This design comes from an exercise in tuning for small area, a short achievable clock period and few clock cycles per item on the open sky130 flow, not from production work.
Only simulation tests tie the RTL to the original design; equivalence was not proved.
No activity file was given, so power comes from the tool's default toggle rates.

==> flow/design.v (excerpt) <==
module ssrb_raster (
    input  wire        clk,
    input  wire        rst,         
    input  wire        sp_valid,
    output wire        sp_ready,
    input  wire [31:0] sp_data,
    output reg         done,
    input  wire [3:0]  rd_col,
    input  wire [2:0]  rd_row,
    output wire [23:0] rd_pix
);
Size in the first run: about 1100 flip-flops, roughly 37000 um2 of cells after synthesis.
export LEC_CHECK = 0
export CAP_MARGIN = 20
export CORE_MARGIN = 2
export CORE_UTILIZATION = 70
export CTS_CLUSTER_DIAMETER = 50
export CTS_CLUSTER_SIZE = 30
export PLACE_DENSITY = 0.85
export SLEW_MARGIN = 20
export SYNTH_HIERARCHICAL = 1
export SYNTH_MEMORY_MAX_BITS = 16384
export SYNTH_MINIMUM_KEEP_SIZE = 0
create_clock -name core_clock -period 15.0 [get_ports {clk}]
standard.sh (not shown) runs the stock make flow with config.mk's settings and CLKGATE_MAP_FILE= SYNTH_SCRIPT=/design/flow/synth_recipe.tcl, a recipe that flattens the netlist after the stock synthesis.
==> flow/flow/run.sh <==
#!/bin/bash
# Layout flow: the standard flow's own layout (standard.sh, all ORFS steps from the
# standard synthesis to finish) with one change to the port buffers.
# buffer_ports still gives every input and output port a buffer, a buf_8
# here; then, after global placement, flow/ports.tcl makes all of them but
# those of the read address inputs rd_row and rd_col, which fan out across
# the read port, buf_2 cells. make's full output goes to standard.log here.
set -euo pipefail
bash standard.sh "BUFFER_PORTS_ARGS=-buffer_cell sky130_fd_sc_hd__buf_8" \
    "POST_GLOBAL_PLACE_TCL=$PWD/flow/ports.tcl" finish > standard.log 2>&1
==> flow/flow/ports.tcl <==
# Port buffers. buffer_ports gave every input and output port a buf_8; after
# global placement, the buffers of all ports but the read address inputs
# rd_row and rd_col (which fan out across the read port) become buf_2.
set block [ord::get_db_block]
foreach bterm [$block getBTerms] {
  set name [$bterm getName]
  if {[string match "rd_row*" $name] || [string match "rd_col*" $name]} { continue }
  set net [$bterm getNet]
  if {$net == "NULL"} { continue }
  foreach iterm [$net getITerms] {
    set inst [$iterm getInst]
    set master [[$inst getMaster] getName]
    if {$master == "sky130_fd_sc_hd__buf_8"} {
      puts "port $name: [$inst getName] $master -> sky130_fd_sc_hd__buf_2"
      replace_cell [get_cells [$inst getName]] sky130_fd_sc_hd__buf_2
    }
  }
}
Testbench counts at the start, summed over its fixed seeds: cycles 524,560, columns 256.
Edit:
==> flow/flow/run.sh (replaced) <==
#!/bin/bash
# Layout flow: the standard flow's own layout (standard.sh, all ORFS steps from the
# standard synthesis to finish) with one change to the port buffers.
# buffer_ports still gives every input and output port a buffer, a buf_2
# here; then, after global placement, flow/ports.tcl makes the buffers of
# the read address inputs rd_row and rd_col, which fan out across the read
# port, buf_8 cells. make's full output goes to standard.log here.
set -euo pipefail
bash standard.sh "BUFFER_PORTS_ARGS=-buffer_cell sky130_fd_sc_hd__buf_2" \
    "POST_GLOBAL_PLACE_TCL=$PWD/flow/ports.tcl" finish > standard.log 2>&1
==> flow/flow/ports.tcl (replaced) <==
# Port buffers: buffer_ports gave every port a small buffer; the address
# inputs, which fan out across the read port, get a strong one.
set block [ord::get_db_block]
foreach bterm [$block getBTerms] {
  set name [$bterm getName]
  if {![string match "rd_row*" $name] && ![string match "rd_col*" $name]} { continue }
  set net [$bterm getNet]
  foreach iterm [$net getITerms] {
    set inst [$iterm getInst]
    set master [[$inst getMaster] getName]
    if {[string match "sky130_fd_sc_hd__buf_*" $master]} {
      puts "port $name: [$inst getName] $master -> sky130_fd_sc_hd__buf_8"
      replace_cell [get_cells [$inst getName]] sky130_fd_sc_hd__buf_8
    }
  }
}
Die area does not change.
Core utilization falls by 0.32 points.
Hold slack gains 17 ps.
Area after synthesis does not change.
Clock skew grows by 12 ps.
Total power came out lower by 0.53%.
Non-clock buffer count is lower by 4.
Routed wire length increases by 0.32%.
Setup slack degrades by 200 ps.

* * *

== exp/garnet ==
Another version of the RTL of ssrb_raster (not shown whole).
For scale: about 1,100 flip-flops, about 68 I/O pins, roughly 36,000 µm² of cells after synthesis.
export LEC_CHECK = 0
export CAP_MARGIN = 20
export CORE_MARGIN = 2
export CORE_UTILIZATION = 70
export CTS_CLUSTER_DIAMETER = 80
export CTS_CLUSTER_SIZE = 28
export GPL_ROUTABILITY_DRIVEN = 0
export PLACE_DENSITY = 0.85
export SLEW_MARGIN = 20
export SYNTH_HIERARCHICAL = 1
export SYNTH_MEMORY_MAX_BITS = 16384
export SYNTH_MINIMUM_KEEP_SIZE = 0
create_clock -name core_clock -period 15.0 [get_ports {clk}]
==> flow/flow/run.sh <==
#!/bin/bash
# Layout flow: the standard flow's own layout (standard.sh, all ORFS steps from the
# standard synthesis to finish) with one change to the port buffers.
# buffer_ports still gives every input and output port a buffer, a buf_8
# here; then, after global placement, flow/ports.tcl makes all of them but
# those of the read address inputs rd_row and rd_col, which fan out across
# the read port, buf_2 cells. make's full output goes to standard.log here.
set -euo pipefail
bash standard.sh "BUFFER_PORTS_ARGS=-buffer_cell sky130_fd_sc_hd__buf_8" \
    "POST_GLOBAL_PLACE_TCL=$PWD/flow/ports.tcl" finish > standard.log 2>&1
==> flow/flow/ports.tcl <==
# Port buffers. buffer_ports gave every input and output port a buf_8; after
# global placement, the buffers of all ports but the read address inputs
# rd_row and rd_col (which fan out across the read port) become buf_2.
set block [ord::get_db_block]
foreach bterm [$block getBTerms] {
  set name [$bterm getName]
  if {[string match "rd_row*" $name] || [string match "rd_col*" $name]} { continue }
  set net [$bterm getNet]
  if {$net == "NULL"} { continue }
  foreach iterm [$net getITerms] {
    set inst [$iterm getInst]
    set master [[$inst getMaster] getName]
    if {$master == "sky130_fd_sc_hd__buf_8"} {
      puts "port $name: [$inst getName] $master -> sky130_fd_sc_hd__buf_2"
      replace_cell [get_cells [$inst getName]] sky130_fd_sc_hd__buf_2
    }
  }
}
exp/garnet has completed all stages; timing, DRC and antenna checks passed.
Testbench counts of exp/garnet, summed over its fixed seeds: cycles 524,560, columns 256.
Relative to exp/garnet, the following input files were edited for exp/cedar:
- GPL_ROUTABILITY_DRIVEN removed (was 0)
==> run summary <==
Utilization exp/garnet -> exp/cedar: up
Diff exp/garnet -> exp/cedar: total buffers and inverters traversed by the critical path shows an increase of 1; portion of the layout cell area used by clock cells shows no meaningful change; total stage count of the critical path shows a reduction of 3.
Final wirelength is lower on exp/garnet
Compared with exp/garnet, exp/cedar shows hold slack higher by 3.0 ps.
#### Input delta (exp/delta over exp/cedar)
- PLACE_DENSITY changed from 0.85 to 0.9
- CORE_UTILIZATION changed from 70 to 75
Findings:
- Hold path depth across exp/delta and exp/cedar: no real change.
- Against exp/cedar, exp/delta reports a transition time of the tightest slew-check pin that is higher.
- Going from exp/cedar to exp/delta, the count of inserted antenna diode cells was found to have gone up by 3.
- Changes observed in exp/delta relative to exp/cedar: final routed wirelength across all metal layers has increased; logic gate share of total power level; met1 wire length has increased.

==> port drivers added, routing unchanged <==
No port has a modelled driver above. Below, the same layouts with a new extraction and two added sets of constraints. Step 1 assumes that a clkbuf_16 drives the clock port and a buf_2 every other input. Step 2 adds t to the input delays and takes it off the output delays; t is the mean of the earliest and latest rising clock arrival at the registers after step 1. Input paths then give back, and output paths get back, about the clock's delay inside the block. Slacks: ideal / step 1 / step 2; pairs: ideal / step 1.
| run | t (ns) | setup WS [ns] | hold slack, ns | worst setup path at the end | worst data-port slew with drivers (ns) |
|---|---|---|---|---|---|
| the first run of note 1 | 0.691 | 10.245 / 10.270 / 9.580 | 0.314 / 0.314 / 0.314 | input to register | 0.05 |
| the second run of note 1 | 0.688 | 10.046 / 10.053 / 9.365 | 0.331 / 0.331 / 0.331 | input to register | 0.05 |
| exp/garnet | 0.693 | 10.193 / 10.197 / 9.504 | 0.334 / 0.334 / 0.334 | input to register | 0.08 |
| exp/cedar | 0.689 | 10.474 / 10.414 / 9.794 | 0.337 / 0.337 / 0.337 | input to register | 0.05 |
| exp/delta | 0.694 | 10.309 / 10.311 / 9.617 | 0.346 / 0.346 / 0.346 | input to register | 0.06 |
After both steps every run listed still meets setup and hold. The setup slack of exp/delta, which loses most, moves by +0.002 ns with the drivers and by -0.692 ns with both steps.
